Context: an optimization exercise on an open-source flow, tuned for small area. The choices shown serve that exercise and are no tape-out recipe.
Only simulation tests tie the RTL to the original design; equivalence was not proved.
Power and IR drop assume default switching activity. The flow treats the clock pin as an ideal source, which a real chip does not have.

## run A
==> flow/design.v (excerpt) <==
module geq_decoder (
    input  wire         clk,
    input  wire         rst,               
    input  wire         in_valid,          
    input  wire [7:0]   in_byte,
    output wire         frame_valid,       
    output wire [7:0]   frame_board_id,
    output wire [7:0]   frame_seq,
    output wire [7:0]   frame_brightness,
    output wire [423:0] frame_bars,        
    output wire [423:0] frame_scope,       
    output wire [31:0]  frame_vu           
);
    localparam integer BODY_LEN = 113;
    localparam integer NB = 8 * BODY_LEN;
    localparam [6:0] LFSR_LAST = 7'd12;
    reg        s1;                         
    reg        body_st;                    
    reg        body_stn;                   
    reg        ck;                         
    reg [6:0]  cur;                        
    reg [7:0]  sum;                        
    reg        chk;                        
    reg [NB-1:0] body;                     
    wire is_aa = (in_byte == 8'hAA);
    wire is_55 = (in_byte == 8'h55);
    wire last  = (cur == LFSR_LAST);
    wire sync  = in_valid && s1 && is_55;
    always @(posedge clk) begin
        if (rst) begin
            s1       <= 1'b0;
  ...
Size in the first run: about 2100 cells after synthesis, roughly 920 flip-flops, about 920 I/O pins, roughly 0.028 mm^2 of cells after synthesis.
Settings: LEC_CHECK=0, CAP_MARGIN=20, CORE_AREA=3 3 277 277, DIE_AREA=0 0 280 280, SLEW_MARGIN=20; clock period 8.0 ns.
standard.sh (not shown) runs the stock make flow with config.mk's settings and CLKGATE_MAP_FILE= SYNTH_SCRIPT=/design/flow/synth_recipe.tcl, a recipe that flattens the netlist after the stock synthesis.
==> flow/flow/run.sh <==
#!/bin/bash
set -euo pipefail
export BUFFER_PORTS_ARGS="-buffer_cell sky130_fd_sc_hd__buf_1"
export CTS_ARGS="-sink_clustering_enable -repair_clock_nets -dont_use_dummy_load -sink_clustering_size 18 -sink_clustering_max_diameter 120 -buf_list {sky130_fd_sc_hd__clkbuf_4 sky130_fd_sc_hd__clkbuf_8}"
bash standard.sh > standard.log 2>&1
### run A -> run B
==> flow/flow/run.sh <==
#!/bin/bash
set -euo pipefail
export BUFFER_PORTS_ARGS="-buffer_cell sky130_fd_sc_hd__buf_1"
export CTS_ARGS="-sink_clustering_enable -repair_clock_nets -dont_use_dummy_load -sink_clustering_size 32 -sink_clustering_max_diameter 150 -buf_list {sky130_fd_sc_hd__clkbuf_8 sky130_fd_sc_hd__clkbuf_16}"
bash standard.sh > standard.log 2>&1
From run B to run A, accumulated negative setup slack did not move at all. Between run A and run B, number of antenna violations at the first check in global routing decreased. From run A to run B, floorplan die width did not move at all. In the final design statistics, run B uses fewer standard cells in total than run A. Any difference in clock transition at the register clock pins on the worst setup and hold paths after CTS between run B and run A is small enough to ignore. Run B vs. run A: total detailed-routing wirelength went down by 0.54%.
Edits applied to the flow inputs when going from run B to run C:
- PLACE_DENSITY: unset -> 0.8
==> flow/flow/run.sh <==
#!/bin/bash
set -euo pipefail
export BUFFER_PORTS_ARGS="-buffer_cell sky130_fd_sc_hd__buf_1"
export CTS_ARGS="-sink_clustering_enable -repair_clock_nets -dont_use_dummy_load -sink_clustering_size 20 -sink_clustering_max_diameter 150 -buf_list {sky130_fd_sc_hd__clkbuf_4 sky130_fd_sc_hd__clkbuf_8}"
bash standard.sh > standard.log 2>&1
- Looking at hold slack, run C sits below run B.
- The worst path setup slack after routing in run C sits 110 ps above the value recorded for run B.
- Compared with run B, run C shows a lower final cycle utilization of the critical path.
- Worst slew slack as a fraction of its limit ended up 5.4 points higher on run C than on run B.
- Against run B as the reference, run C delivers a higher number of antenna violations at the first check in global routing.
- In run C, the global-route wire length before repair came out 5.3% below the value in run B.
- Via count for run C: 82 up relative to run B
- Summary of run C over run B: total leakage power fell about 0.55%; total routed wirelength went down about 5.5%.
- Peak supply drop delta (run C − run B): unfavourable
- In run C relative to run B, post-route cell area had gone down slightly.
Changes in run D relative to run C:
==> flow/flow/run.sh <==
#!/bin/bash
set -euo pipefail
export BUFFER_PORTS_ARGS="-buffer_cell sky130_fd_sc_hd__buf_1"
export CTS_ARGS="-sink_clustering_enable -repair_clock_nets -dont_use_dummy_load -sink_clustering_size 18 -sink_clustering_max_diameter 120 -buf_list {sky130_fd_sc_hd__clkbuf_4 sky130_fd_sc_hd__clkbuf_8}"
bash standard.sh > standard.log 2>&1
==> run notes <==
The higher number of clock-tree buffers in the layout of run D and run C is in run D.
Comparing run D and run C, the higher worst-skew pair later-pin latency was measured on run D.
Number of inserted filler cells in the final layout essentially unchanged between run C and run D.
STATUS clock power: run D loses against run C
Via count of run D is on par with run C.

[separate check: timing with driven ports]
In the flow no input, the clock included, has a driving cell. The finished layouts below were timed again as built, in two steps. Step 1 (the two cells are an assumption about what drives the block):
set clk [get_ports {clk}]
set_driving_cell -lib_cell sky130_fd_sc_hd__clkbuf_16 $clk
set_driving_cell -lib_cell sky130_fd_sc_hd__buf_2 [delete_from_list [all_inputs] $clk]
Step 2 also shifts input and output timing later by t, the mid clock arrival at the registers, as if the neighbouring blocks saw the same clock. a / b / c = ideal / step 1 / step 2; a / b = the first two.
run	t (ns)	slack for setup (ns)	worst setup path after step 2	worst slew at a driven data input, ns
run A	0.728	4.431 / 4.406 / 3.711	input to register	0.09
run B	0.639	4.346 / 4.358 / 3.719	input to register	0.08
run C	0.712	4.461 / 4.396 / 3.927	input to register	0.13
run D	0.728	4.497 / 4.432 / 3.915	input to register	0.13
After both steps every run listed still meets setup and hold. The setup slack of run A, which loses most, moves by -0.025 ns with the drivers and by -0.720 ns with both steps.
